What follows belongs to an exercise in optimizing a design on an open flow for small area and few clock cycles per item; a production flow would make more cautious choices. In this exercise RTL edits were held to simulation tests only and were not proved equivalent to the original. Power figures rest on the tool's default switching activity, not on a simulated workload.

==> v8 <==
Design accore_df, start of the top module:
module accore_df (
    input  wire        clk,
    input  wire        rst,           
    input  wire        cmd_valid,
    input  wire [31:0] cmd_data,
    output wire        cmd_ready,
    input  wire [2:0]  reg_addr,
    output reg  [31:0] reg_rdata,
    output wire        tx_valid,
    output wire        tx_kind,       
    output wire [23:0] tx_dur,
    input  wire        tx_ready,
    output wire        fault_o
);
Settings: LEC_CHECK=0, CAP_MARGIN=20, CORE_MARGIN=2, CORE_UTILIZATION=50, CTS_BUF_LIST=sky130_fd_sc_hd__clkbuf_8, CTS_CLUSTER_DIAMETER=50, CTS_CLUSTER_SIZE=20, GPL_ROUTABILITY_DRIVEN=1, PLACE_DENSITY=0.65, SLEW_MARGIN=20; clock period 16.0 ns.
run.sh (not shown) runs the stock make flow with config.mk's settings and CLKGATE_MAP_FILE= SYNTH_SCRIPT=/design/flow/synth_recipe.tcl, a recipe that flattens the netlist after the stock synthesis.
==> inputs of v37, as changes to v8 <==
--- a/flow/design.v
+++ b/flow/design.v
@@ -147,15 +147,15 @@
     reg          act;           
     reg          pend;
     reg          pmark;
     reg  [7:0]   cnt;           
     reg  [4:0]   q_pb;
     reg  [2:0]   q_head;        
     reg  [2:0]   qlen;          
-    wire [215:0] w;             
+    reg  [215:0] w;             
     reg          wv_a;
     reg          wv_b;
     reg  [31:0]  evcnt;
     reg  [3:0]   fcode;
     reg          fpos_ev;       
     reg  [31:0]  res;
     reg  [1:0]   o_f;
@@ -171,16 +171,14 @@
     reg  [4:0]   jb_ring;
     reg          jb_col;
     reg  [2:0]   p_slot;        
     reg          p_run;
     reg          ck_gen;        
     reg  [4:0]   ck_c;          
     reg          ck_mis;
-    reg          ck_v;          
-    reg          ck_m;
     reg          emit_frame;
     reg  [8:0]   emit_pos;
     wire        in_setr  = (eng == E_SETR);
     assign cmd_ready = (eng == E_IDLE) || in_setr;
     wire        accept   = cmd_valid && cmd_ready;
     wire [31:0] word     = in_setr ? {OP_SETR, o_f, o_idx, 1'b0, o_ill, o_len, 8'd0} : cmd_data;
     wire        exec_en  = accept && !(!in_setr && cmd_data[31:26] == OP_SETR);
@@ -194,28 +192,26 @@
     wire [2:0] mark_code, space_code;
     accore_classifier u_cls (
         .dur        (dur),
         .mark_code  (mark_code),
         .space_code (space_code)
     );
     wire [7:0] emit_bit = emit_pos[8:1] - 8'd1;
-    reg        p_b;
-    reg  [4:0] p_n;
+    wire [4:0] getb_addr = (fsel == 2'd2 ? 5'd8 : 5'd0) + (idx[4:0] - 5'd1);
+    wire [4:0] eng_addr  = (o_f == 2'd2 ? 5'd8 : 5'd0) + o_idx[7:3];
+    wire [4:0] emit_addr = emit_frame ? (5'd8 + emit_bit[7:3]) : {2'b00, emit_bit[5:3]};
+    reg  [4:0] raddr;
     always @* begin
         case (eng)
-            E_EMIT:          begin p_b = emit_frame;    p_n = emit_bit[7:3]; end
-            E_GETR, E_SETRX: begin p_b = (o_f == 2'd2); p_n = o_idx[7:3];    end
-            default:         begin p_b = (fsel == 2'd2); p_n = idx[4:0] - 5'd1; end
+            E_EMIT:          raddr = emit_addr;
+            E_GETR, E_SETRX: raddr = eng_addr;
+            default:         raddr = getb_addr;
         endcase
     end
-    wire [63:0]  w_a = w[63:0];
-    wire [151:0] w_b = w[215:64];
-    wire [7:0] rbyte_a = w_a[8*p_n[2:0] +: 8];
-    wire [7:0] rbyte_b = (p_n <= 5'd18) ? w_b[8*p_n +: 8] : 8'd0;
-    wire [7:0] rbyte   = p_b ? rbyte_b : rbyte_a;
+    wire [7:0] rbyte = (raddr <= 5'd26) ? w[8*raddr +: 8] : 8'd0;
     wire [7:0] b_mode  = w[8*WB_MODE  +: 8];
     wire [7:0] b_temp  = w[8*WB_TEMP  +: 8];
     wire [7:0] b_flags = w[8*WB_FLAGS +: 8];
     wire [7:0] b_fan   = w[8*WB_FAN   +: 8];
     wire [7:0] b_ck    = w[8*WB_CK    +: 8];
     reg          illegal;
     reg          is_event;
@@ -230,16 +226,15 @@
     reg          do_capstart;
     reg          do_push, push_pb;
     reg          do_pop;
     reg          do_app;
     reg          st_emit, st_ck, st_getr, st_setr;
     reg          w_newf;
     reg          w_bwe;         
-    reg          w_fld;         
-    reg  [4:0]   w_fn;
+    reg  [4:0]   w_waddr;
     reg  [7:0]   w_wbus;
     reg          w_temp;        
     reg          sel_a;
     reg          sel_ok;
     reg  [8:0]   flen;
     reg  [8:0]   rng_end;
     reg  [1:0]   sym;
@@ -269,16 +264,15 @@
         do_app      = 1'b0;
         st_emit     = 1'b0;
         st_ck       = 1'b0;
         st_getr     = 1'b0;
         st_setr     = 1'b0;
         w_newf      = 1'b0;
         w_bwe       = 1'b0;
-        w_fld       = 1'b0;
-        w_fn        = 5'd0;
+        w_waddr     = getb_addr;
         w_wbus      = val;
         w_temp      = 1'b0;
         sel_a = 1'b0; sel_ok = 1'b0; flen = 9'd0;
         sym = 2'd0; sym_ok = 1'b0; close_full = 1'b0;
         t2c = 8'd0; t_limit = 1'b0; pat = 4'd0;
         case (op)
             OP_NOP, OP_CAPSTART, OP_TIMEOUT, OP_POPCMD, OP_CHKLEAD, OP_NEWF,
@@ -478,15 +472,15 @@
                         t2c = 8'd32; t_limit = 1'b1;
                     end else if (val >= 8'd60) begin
                         t2c = 8'd60; t_limit = 1'b1;
                     end else begin
                         t2c = val; t_limit = 1'b0;
                     end
                     w_bwe   = 1'b1;
-                    w_fld = 1'b1; w_fn = 5'd6;
+                    w_waddr = WB_TEMP;
                     w_wbus  = {1'b0, t2c[7:1]};
                     w_temp  = 1'b1;
                     n_res = {14'd0, t_limit, t2c[0], 8'd0, t2c};
                 end
             end
             OP_GETTEMP: begin
                 if (!wv_b) begin
@@ -498,15 +492,15 @@
                 if (rflag ? (val >= 8'd16) : (val >= 8'd5)) begin
                     fault = 1'b1; fault_code = F_ILLOP;
                 end else if (!wv_b) begin
                     fault = 1'b1; fault_code = F_UNINIT;
                 end else begin
                     pat = rflag ? val[3:0] : mode_pat(val[2:0]);
                     w_bwe   = 1'b1;
-                    w_fld = 1'b1; w_fn = 5'd5;
+                    w_waddr = WB_MODE;
                     w_wbus  = {pat, b_mode[3:0]};
                     if (!rflag) begin
                         if (val == 8'd1 || val == 8'd2) w_wbus[0] = 1'b1;
                         else if (val == 8'd3)           w_wbus[0] = 1'b0;
                     end
                     n_res = {28'd0, pat};
                 end
@@ -523,15 +517,15 @@
             OP_SETFAN, OP_SETSWING: begin
                 if (rflag ? (val >= 8'd16) : (val >= 8'd6)) begin
                     fault = 1'b1; fault_code = F_ILLOP;
                 end else if (!wv_b) begin
                     fault = 1'b1; fault_code = F_UNINIT;
                 end else begin
                     w_bwe   = 1'b1;
-                    w_fld = 1'b1; w_fn = 5'd8;
+                    w_waddr = WB_FAN;
                     if (op == OP_SETFAN) begin
                         pat = rflag ? val[3:0] : fan_pat(val[2:0]);
                         w_wbus = {pat, b_fan[3:0]};
                     end else begin
                         pat = rflag ? val[3:0] : swing_pat(val[2:0]);
                         w_wbus = {b_fan[7:4], pat};
                     end
@@ -549,19 +543,14 @@
                     fault = 1'b1; fault_code = F_UNINIT;
                 end else
                     n_res = {16'd0, swing_idx(b_fan[3:0]), 4'd0, b_fan[3:0]};
             end
             OP_CKGEN, OP_CKCHK: begin
                 if (!wv_b) begin
                     fault = 1'b1; fault_code = F_UNINIT;
-                end else if (op == OP_CKCHK && ck_v) begin
-                    if (!ck_m) begin
-                        fault = 1'b1; fault_code = F_CKSUM;
-                    end else
-                        n_res = {23'd0, 1'b1, b_ck};
                 end else
                     st_ck = 1'b1;
             end
             OP_GETCK: begin
                 if (!wv_b) begin
                     fault = 1'b1; fault_code = F_UNINIT;
                 end else
@@ -590,29 +579,22 @@
     wire [7:0] s_byte   = (rbyte & ~fmask) | (funnel & fmask);
     wire [5:0] len_dec  = (o_len > 6'd8) ? (o_len - 6'd8) : 6'd0;
     reg  [4:0] ck_pop;
     integer b;
     always @* begin
         ck_pop = 5'd0;
         for (b = 8; b < 26; b = b + 1)
-            ck_pop = ck_pop + {4'd0, w_top[b]};
+            ck_pop = ck_pop + {4'd0, w[8*b]};
     end
     wire [5:0] ck_t   = {1'b0, ck_c} + {1'b0, ck_pop};
     wire       ck_bit = ck_t[0];
     wire       ck_last = (ecnt == 3'd7);
     wire jb_conf   = jb_act && (jb_slot == p_slot);
     wire pop_sh    = (eng == E_POP) && (p_run || (ph == 3'd0 && !jb_conf));
     wire ck_rot    = (eng == E_CK);
-    reg  [26:0] w_top;
-    integer t;
-    always @* begin
-        for (t = 0; t < 27; t = t + 1)
-            w_top[t] = pop_sh ? qtap[t] : w[8*t];
-        if (!pop_sh && ck_gen) w_top[26] = ck_bit;
-    end
     wire [134:0] qt;                   
     wire jtap = jb_col ? col1[0] : col0[0];
     genvar gs, gk;
     generate
         for (gs = 0; gs < 5; gs = gs + 1) begin : g_slot
             for (gk = 0; gk < 27; gk = gk + 1) begin : g_ring
                 reg  [7:0] r;
@@ -666,42 +648,34 @@
             jb_ring <= act ? (5'd8 + cnt[7:3]) : {2'b00, cnt[5:3]};
             jb_col  <= colsel;
         end else if (jb_act) begin
             jb_cnt <= jb_cnt + 3'd1;
             if (jb_cnt == 3'd7) jb_act <= 1'b0;
         end
     end
-    wire       wr_x    = (eng == E_SETRX);
-    wire       wr_any  = (commit && (w_bwe || w_fld)) || wr_x;
-    wire       wr_b    = (commit && w_fld) || p_b;
-    wire [4:0] wr_n    = (commit && w_fld) ? w_fn : p_n;
-    wire [7:0] wr_bus  = wr_x ? s_byte : w_wbus;
-    wire       nf      = commit && w_newf;
-    wire [7:0] wd0     = nf ? 8'h00 : wr_bus;
-    wire [7:0] wd1     = nf ? 8'hFF : wr_bus;
-    wire       tf      = commit && w_temp;
-    wire       wr_wb   = nf || tf || (wr_any && wr_b);    
-    genvar gn, gj;
-    generate
-        for (gn = 0; gn < 27; gn = gn + 1) begin : g_wbyte
-            wire sh  = pop_sh || (ck_rot && gn >= 8);
-            wire sel = wr_any && ((gn < 8) ? (!wr_b && wr_n[2:0] == gn) : (wr_b && wr_n == gn - 8));
-            for (gj = 0; gj < 8; gj = gj + 1) begin : g_wbit
-                wire nb = (gj == 7) ? w_top[gn] : w[8*gn + gj + 1];
-                wire wd = TEMPLATE_W[8*gn + gj] ? wd1[gj] : wd0[gj];
-                wire tb = (gn == WB_FLAGS && gj < 2) && tf;
-                wire tv = (gj == 0) ? t2c[0] : t_limit;
-                reg  q;
-                always @(posedge clk)
-                    if (sh || nf || sel || tb)
-                        q <= sh ? nb : (tb ? tv : wd);
-                assign w[8*gn + gj] = q;
+    wire [4:0] w_waddr_eff = (eng == E_SETRX) ? eng_addr : w_waddr;
+    integer n;
+    always @(posedge clk) begin
+        for (n = 0; n < 27; n = n + 1) begin
+            if (pop_sh || (ck_rot && n >= 8)) begin
+                if (pop_sh)
+                    w[8*n +: 8] <= {qtap[n], w[8*n+1 +: 7]};
+                else if (n == WB_CK && ck_gen)
+                    w[8*n +: 8] <= {ck_bit, w[8*n+1 +: 7]};
+                else
+                    w[8*n +: 8] <= {w[8*n], w[8*n+1 +: 7]};
+            end else if (commit && w_newf) begin
+                w[8*n +: 8] <= TEMPLATE_W[8*n +: 8];
+            end else if ((commit && w_bwe || eng == E_SETRX) && w_waddr_eff == n) begin
+                w[8*n +: 8] <= (eng == E_SETRX) ? s_byte : w_wbus;
+            end else if (n == WB_FLAGS && commit && w_temp) begin
+                w[8*n +: 2] <= {t_limit, t2c[0]};
             end
         end
-    endgenerate
+    end
     always @(posedge clk) begin
         if (rst) begin
             eng     <= E_IDLE;
             ph      <= 3'd0;
             sync    <= S_AWAIT_HEADER;
             act     <= 1'b0;
             pend    <= 1'b0;
@@ -730,43 +704,36 @@
                     end else
                         emit_pos <= emit_pos + 9'd1;
                 end
             end
             E_POP: begin
                 if (pop_sh) begin
                     p_run <= 1'b1;
-                    ck_c  <= ck_t[5:1];
-                    if (ck_bit != qtap[26]) ck_mis <= 1'b1;
                     if (ph == 3'd7) begin
                         p_run <= 1'b0;
                         eng   <= E_IDLE;
-                        ck_v  <= 1'b1;
-                        ck_m  <= !(ck_mis || ck_bit != qtap[26]);
                     end
                 end
             end
             E_CK: begin
                 ecnt <= ecnt + 3'd1;
                 ck_c <= ck_t[5:1];
                 if (!ck_gen && ck_bit != w[8*WB_CK]) ck_mis <= 1'b1;
                 if (ck_last) begin
                     eng <= E_IDLE;
-                    ck_v <= 1'b1;
-                    ck_m <= ck_gen || !(ck_mis || ck_bit != w[8*WB_CK]);
                     if (!ck_gen && (ck_mis || ck_bit != w[8*WB_CK])) begin
                         if (fcode == 4'd0) begin
                             fcode   <= F_CKSUM;
                             fpos_ev <= 1'b0;
                         end
                     end else
                         res <= {23'd0, 1'b1, (ck_gen ? ck_bit : w[8*WB_CK]), b_ck[7:1]};
                 end
             end
             E_GETR, E_SETRX: begin
-                if (eng == E_SETRX && p_b) ck_v <= 1'b0;
                 ecnt  <= ecnt + 3'd1;
                 o_idx <= o_idx + 8'd8;
                 if (eng == E_SETRX || !st_first) o_len <= len_dec;
                 xs    <= (eng == E_GETR) ? rbyte : res[7:0];
                 if (eng == E_SETRX || !st_first)
                     res <= {((eng == E_GETR) ? g_chunk : 8'd0), res[31:8]};
                 if (ecnt == 3'd4) eng <= E_IDLE;
@@ -792,31 +759,27 @@
                         sync   <= n_sync;
                         act    <= n_act;
                         pend   <= n_pend;
                         pmark  <= n_pmark;
                         cnt    <= n_cnt;
                         wv_a   <= n_wv_a;
                         wv_b   <= n_wv_b;
-                        if (wr_wb) ck_v <= 1'b0;
                         if (!(st_ck || st_getr || st_setr)) res <= n_res;
                         if (do_capstart) begin
                             evcnt   <= 32'd0;
                             fcode   <= 4'd0;
                             fpos_ev <= 1'b0;
                             q_head  <= 3'd0;
                             qlen    <= 3'd0;
                         end
                         if (do_push) begin
                             q_pb[q_tail] <= push_pb;
                             qlen <= qlen + 3'd1;
                         end
                         if (do_pop) begin
-                            ck_gen <= 1'b0;
-                            ck_c   <= 5'd0;
-                            ck_mis <= 1'b0;
                             p_slot <= q_head;
                             q_head <= q_next;
                             qlen   <= qlen - 3'd1;
                             eng    <= E_POP;
                         end
                         if (st_emit) begin
                             eng        <= E_EMIT;
- CAP_MARGIN: 20 -> 0
- CORE_UTILIZATION: 50 -> 65
- PLACE_DENSITY: 0.65 -> 0.8
- SLEW_MARGIN: 20 -> 0
==> comparison table <==
| metric | v8 | v37 |
|---|---|---|
| Wire length on met1 | 73.8 mm | 64.7 mm |
| Relative area change from synthesis to final layout | 8.75% | 6.99% |
| Synth Area in Compound Gates | 16.1% | 17.1% |
| Total global-route track usage | 30.7% | 38.8% |
| Non-filler instance count after layout | 6532 | 6004 |
| HPWL reported at the end of detailed placement | 126 mm | 118 mm |
| Run status | complete, no violations | complete, no violations |
| Sequential element share of the synthesized area | 60.3% | 61.0% |
| Post-synthesis instance total | 5029 | 4905 |
| Relative slew slack | 20.2% | 6.55% |
| Standard cell core area | 107000 um2 | 80500 um2 |
| Fill cell total of the finished layout | 9367 | 5495 |
| Comb pwr share | 5.5% | 6.2% |
| Core Util, Final | 54.7% | 70.2% |
| Length of routed met3 wiring | 12.1 mm | 17.6 mm |
| Worst-path cell with the longest stage delay | sky130_fd_sc_hd__nand2_4 | sky130_fd_sc_hd__nor2_1 |
| Worst Setup Slack post-DPL | 3.97 ns | 3.07 ns |
| Number of global-route vias before repair | 37100 | 37700 |
| Non-clock buffer contribution to total cell area | 2.98% | 2.64% |
| Synth Area in XOR/XNOR | 1.09% | 1.29% |
| Clk cell area share | 4.11% | 3.70% |
| Number of antenna violations at the first check in global routing | 6 | 7 |
| FF-to-FF path depth | 30 | 26 |
| Global-route wire length before repair | 252 mm | 242 mm |
Testbench counts of v8, summed over its fixed seeds: cycles 53,832, commands 31,224.
Testbench counts of v37, summed over its fixed seeds: cycles 54,376, commands 31,224.

==> static timing again, ports no longer ideal <==
How much do the figures lean on ideal ports? The routed layouts below were timed once more, with nothing changed but the port constraints.
Step 1 sets driving cells, clkbuf_16 on the clock port and buf_2 on the other inputs (assumed; they add their load-dependent delay and slew).
Step 2, shift: input delay + t, output delay - t, t = (earliest + latest rising clock arrival at the registers) / 2. This alone moves slack from input paths to output paths.
Three values: ideal ports, drivers, drivers and shift; two values: the first two.
run | t, ns | setup slack, ns | worst setup path after step 2 | worst register clock-pin slew, ns | worst data-port slew with drivers (ns)
v8 | 0.901 | 3.869 / 3.842 / 3.842 | input to output | 0.12 / 0.12 | 0.07
v37 | 0.851 | 2.819 / 2.797 / 2.797 | input to output | 0.12 / 0.12 | 0.07
After both steps every run listed still meets setup and hold. The setup slack of v8, which loses most, moves by -0.027 ns with the drivers and by -0.027 ns with both steps.
